Source: an optimization exercise on an open RTL-to-GDS flow (aim: small area, a short achievable clock period and few clock cycles). Production flows keep margins and buffers that such runs may drop.
The RTL was checked by simulation tests, not by an equivalence proof against the original design.

==> inputs of job 3048 <==
## xsalsa20_ksg
module xsalsa20_ksg (
    input  wire         clk,
    input  wire         rst,
    input  wire         cmd_valid,
    output wire         cmd_ready,
    input  wire [255:0] cmd_key,
    input  wire [191:0] cmd_nonce,
    input  wire [63:0]  cmd_ctr,
    input  wire [15:0]  cmd_nblocks,
    output wire         ks_valid,
    input  wire         ks_ready,
    output wire [511:0] ks_data,
    output wire         ks_last
);
==> module salsa20_qr, before the edit <==
module salsa20_qr (
    input  wire [31:0] a_i,
    input  wire [31:0] b_i,
    input  wire [31:0] c_i,
    input  wire [31:0] d_i,
    output wire [31:0] a_o,
    output wire [31:0] b_o,
    output wire [31:0] c_o,
    output wire [31:0] d_o
);
    wire [31:0] s1 = a_i + d_i;
    wire [31:0] b1 = b_i ^ {s1[24:0], s1[31:25]};    
    wire [31:0] s2 = b1 + a_i;
    wire [31:0] c1 = c_i ^ {s2[22:0], s2[31:23]};    
    wire [31:0] s3 = c1 + b1;
    wire [31:0] d1 = d_i ^ {s3[18:0], s3[31:19]};    
    wire [31:0] s4 = d1 + c1;
    wire [31:0] a1 = a_i ^ {s4[13:0], s4[31:14]};    
    assign a_o = a1;
    assign b_o = b1;
    assign c_o = c1;
    assign d_o = d1;
endmodule
==> module xsalsa20_ksg, before the edit <==
module xsalsa20_ksg (
    input  wire         clk,
    input  wire         rst,
    input  wire         cmd_valid,
    output wire         cmd_ready,
    input  wire [255:0] cmd_key,
    input  wire [191:0] cmd_nonce,
    input  wire [63:0]  cmd_ctr,
    input  wire [15:0]  cmd_nblocks,
    output wire         ks_valid,
    input  wire         ks_ready,
    output wire [511:0] ks_data,
    output wire         ks_last
);
    localparam [31:0] SIGMA0 = 32'h61707865;
    localparam [31:0] SIGMA1 = 32'h3320646e;
    localparam [31:0] SIGMA2 = 32'h79622d32;
    localparam [31:0] SIGMA3 = 32'h6b206574;
    localparam [1:0] S_IDLE  = 2'd0;   
    localparam [1:0] S_ROUND = 2'd1;   
    localparam [1:0] S_LOAD  = 2'd2;   
    localparam [1:0] S_OUT   = 2'd3;   
    reg [1:0]   state;
    reg         hs;          
    reg [4:0]   round;       
    reg [511:0] x;           
    reg [255:0] subkey;
    reg [63:0]  ntail;       
    reg [63:0]  ctr;         
    reg [15:0]  remaining;   
    wire [511:0] x_r;
    salsa20_round u_round (.x_i(x), .x_o(x_r));
    function [511:0] load_state;
        input [255:0] k;
        input [127:0] v;
        begin
            load_state = {SIGMA3, k[255:128], SIGMA2, v, SIGMA1, k[127:0], SIGMA0};
        end
    endfunction
    wire [63:0]  ctr_inc  = ctr + 64'd1;
    wire [63:0]  ctr_load = (state == S_OUT) ? ctr_inc : ctr;
    wire [511:0] hs_init  = load_state(cmd_key, cmd_nonce[127:0]);
    wire [511:0] blk_init = load_state(subkey, {ctr_load, ntail});
    wire [511:0] j        = load_state(subkey, {ctr, ntail});
    wire last_round = (round == 5'd19);
    wire last_block = (remaining == 16'd1);
    always @(posedge clk) begin
        if (rst) begin
            state     <= S_IDLE;
            round     <= 5'd0;
            remaining <= 16'd0;
        end else begin
            case (state)
                S_IDLE: begin
                    if (cmd_valid) begin
                        x         <= hs_init;
                        ntail     <= cmd_nonce[191:128];
                        ctr       <= cmd_ctr;
                        remaining <= cmd_nblocks;
                        hs        <= 1'b1;
                        round     <= 5'd0;
                        state     <= S_ROUND;
                    end
                end
                S_ROUND: begin
                    x     <= x_r;
                    round <= last_round ? 5'd0 : round + 5'd1;
                    if (last_round) begin
                        if (hs) begin
                            subkey <= {x_r[32*9 +: 32], x_r[32*8 +: 32], x_r[32*7 +: 32], x_r[32*6 +: 32],
                                       x_r[32*15 +: 32], x_r[32*10 +: 32], x_r[32*5 +: 32], x_r[32*0 +: 32]};
                            state  <= S_LOAD;
                        end else begin
                            state  <= S_OUT;
                        end
                    end
                end
                S_LOAD: begin
                    x     <= blk_init;
                    hs    <= 1'b0;
                    state <= S_ROUND;
                end
                S_OUT: begin
                    if (ks_ready) begin
                        remaining <= remaining - 16'd1;
                        if (last_block) begin
                            state <= S_IDLE;
                        end else begin
                            x     <= blk_init;
                            ctr   <= ctr_inc;
                            state <= S_ROUND;
                        end
                    end
                end
                default: state <= S_IDLE;
            endcase
        end
    end
    genvar w;
    generate
        for (w = 0; w < 16; w = w + 1) begin : g_ff
            assign ks_data[32*w +: 32] = x[32*w +: 32] + j[32*w +: 32];
        end
    endgenerate
    assign cmd_ready = (state == S_IDLE);
    assign ks_valid  = (state == S_OUT);
    assign ks_last   = last_block;
endmodule
==> flow/config.mk <==
export PLATFORM = sky130hd
export DESIGN_NAME = xsalsa20_ksg
export DESIGN_NICKNAME = xsalsa20_ksg
export VERILOG_FILES = /design/flow/design.v
export SDC_FILE = /design/flow/constraint.sdc
export NUM_CORES = 4
export LEC_CHECK = 0
export CAP_MARGIN = 40
export CORE_MARGIN = 2
export CORE_UTILIZATION = 45
export SLEW_MARGIN = 20
==> flow/constraint.sdc <==
create_clock -name core_clock -period 35.0 [get_ports {clk}]
set_input_delay 7.0000 -clock core_clock [delete_from_list [all_inputs] [get_ports {clk}]]
set_output_delay 7.0000 -clock core_clock [all_outputs]
set_load 0.01 [all_outputs]
standard.sh (not shown) runs the stock make flow with config.mk's settings and CLKGATE_MAP_FILE= SYNTH_SCRIPT=/design/flow/synth_recipe.tcl, a recipe that flattens the netlist after the stock synthesis.
==> flow/flow/run.sh <==
#!/bin/bash
# The standard layout (standard.sh: the standard synthesis and ORFS steps)
# with two changes in how the layout is made; the clock period, the SDC and
# every check are unchanged:
#  * the resizer's timing repair is asked for extra setup slack, so the round
#    logic is sized for speed instead of being left at the minimum sizes that
#    already meet the 35 ns clock;
#  * every input and output port still gets its own buffer, but a plain
#    buf_1 instead of the delay cell buffer_ports picks by default (the
#    repair steps resize it where a port needs more drive).
set -euo pipefail
MARGIN=${REPAIR_MARGIN:-23}
bash standard.sh SETUP_SLACK_MARGIN=$MARGIN \
    "BUFFER_PORTS_ARGS=-buffer_cell sky130_fd_sc_hd__buf_1" \
    finish > standard_flow.log 2>&1
==> inputs of job 2878, as changes to job 3048 <==
--- a/flow/design.v
+++ b/flow/design.v
@@ -1,2 +1,30 @@
+module salsa20_add32 (
+    input  wire [31:0] a,
+    input  wire [31:0] b,
+    output wire [31:0] s
+);
+    wire [31:0] p0 = a ^ b;
+    wire [31:0] g0 = a & b;
+    wire [31:0] g [0:5];
+    wire [31:0] p [0:5];
+    assign g[0] = g0;
+    assign p[0] = p0;
+    genvar l, i;
+    generate
+        for (l = 0; l < 5; l = l + 1) begin : g_lvl
+            for (i = 0; i < 32; i = i + 1) begin : g_bit
+                if ((i >> l) & 1) begin : g_comb
+                    localparam integer J = ((i >> l) << l) - 1;
+                    assign g[l+1][i] = g[l][i] | (p[l][i] & g[l][J]);
+                    assign p[l+1][i] = p[l][i] & p[l][J];
+                end else begin : g_pass
+                    assign g[l+1][i] = g[l][i];
+                    assign p[l+1][i] = p[l][i];
+                end
+            end
+        end
+    endgenerate
+    assign s = p0 ^ {g[5][30:0], 1'b0};
+endmodule
 module salsa20_qr (
     input  wire [31:0] a_i,
@@ -9,11 +37,12 @@
     output wire [31:0] d_o
 );
-    wire [31:0] s1 = a_i + d_i;
+    wire [31:0] s1, s2, s3, s4;
+    salsa20_add32 u_s1 (.a(a_i), .b(d_i), .s(s1));
     wire [31:0] b1 = b_i ^ {s1[24:0], s1[31:25]};    
-    wire [31:0] s2 = b1 + a_i;
+    salsa20_add32 u_s2 (.a(b1), .b(a_i), .s(s2));
     wire [31:0] c1 = c_i ^ {s2[22:0], s2[31:23]};    
-    wire [31:0] s3 = c1 + b1;
+    salsa20_add32 u_s3 (.a(c1), .b(b1), .s(s3));
     wire [31:0] d1 = d_i ^ {s3[18:0], s3[31:19]};    
-    wire [31:0] s4 = d1 + c1;
+    salsa20_add32 u_s4 (.a(d1), .b(c1), .s(s4));
     wire [31:0] a1 = a_i ^ {s4[13:0], s4[31:14]};    
     assign a_o = a1;
@@ -145,5 +174,5 @@
     generate
         for (w = 0; w < 16; w = w + 1) begin : g_ff
-            assign ks_data[32*w +: 32] = x[32*w +: 32] + j[32*w +: 32];
+            salsa20_add32 u_ff (.a(x[32*w +: 32]), .b(j[32*w +: 32]), .s(ks_data[32*w +: 32]));
         end
     endgenerate
--- a/flow/flow/run.sh
+++ b/flow/flow/run.sh
@@ -10,5 +10,5 @@
 #    repair steps resize it where a port needs more drive).
 set -euo pipefail
-MARGIN=${REPAIR_MARGIN:-23}
+MARGIN=${REPAIR_MARGIN:-23.6}
 bash standard.sh SETUP_SLACK_MARGIN=$MARGIN \
     "BUFFER_PORTS_ARGS=-buffer_cell sky130_fd_sc_hd__buf_1" \
- CAP_MARGIN: 40 -> 20
- CORE_UTILIZATION: 45 -> 30
==> summary.md <==
| Metric | Value |
|---|---|
| Status | finished clean |
| DR iter-0 viols | 10.6k |
| Multi-input gates | 6245 |
| Distinct cell type count after synthesis | 113 |
| Setup WS pre-CTS | 21.26 ns |
| Final Cycle Share | 32.7% |
| Largest cells by area after synthesis | edfxtp_1 (35%), ha_1 (14%), xnor2_1 (11%) |
| Die height | 512 um |
the above is filed under job 2878

==> summary.md <==
| Metric | Value |
|---|---|
| Distinct cell type count after synthesis | 101 |
| Vias in the first global route | 80.7k |
| Die height | 437 um |
| Final Cycle Share | 34.2% |
| Status | finished clean |
| Largest cells by area after synthesis | edfxtp_1 (32%), ha_1 (13%), xnor2_1 (11%) |
| Nets@finish | 12.0k |
| DR iter-0 viols | 13.9k |
| Setup WS pre-CTS | 21.56 ns |
| Multi-input gates | 7668 |
the above is filed under job 3048

Testbench counts of job 3048, summed over its fixed seeds: cycles 37,931.
Testbench counts of job 2878, summed over its fixed seeds: cycles 37,931.

-- separate check: timing with driven ports --
In the flow no input, the clock included, has a driving cell. The finished layouts below were timed again as built, in two steps. Step 1 (the two cells are an assumption about what drives the block):
set clk [get_ports {clk}]
set_driving_cell -lib_cell sky130_fd_sc_hd__clkbuf_16 $clk
set_driving_cell -lib_cell sky130_fd_sc_hd__buf_2 [delete_from_list [all_inputs] $clk]
Step 2 also shifts input and output timing later by t, the mid clock arrival at the registers, as if the neighbouring blocks saw the same clock. a / b / c = ideal / step 1 / step 2; a / b = the first two.
| run | t (ns) | setup WS [ns] | worst hold slack (ns) | slew at the worst register clock pin (ns) | pins driven straight from the clock port |
|---|---|---|---|---|---|
| job 3048 | 0.915 | 23.032 / 22.933 / 23.204 | 0.502 / 0.502 / 0.502 | 0.08 / 0.08 | 1 |
| job 2878 | 0.912 | 23.554 / 23.459 / 23.411 | 0.485 / 0.485 / 0.485 | 0.07 / 0.07 | 1 |
After both steps every run listed still meets setup and hold. The setup slack of job 2878, which loses most, moves by -0.095 ns with the drivers and by -0.143 ns with both steps.
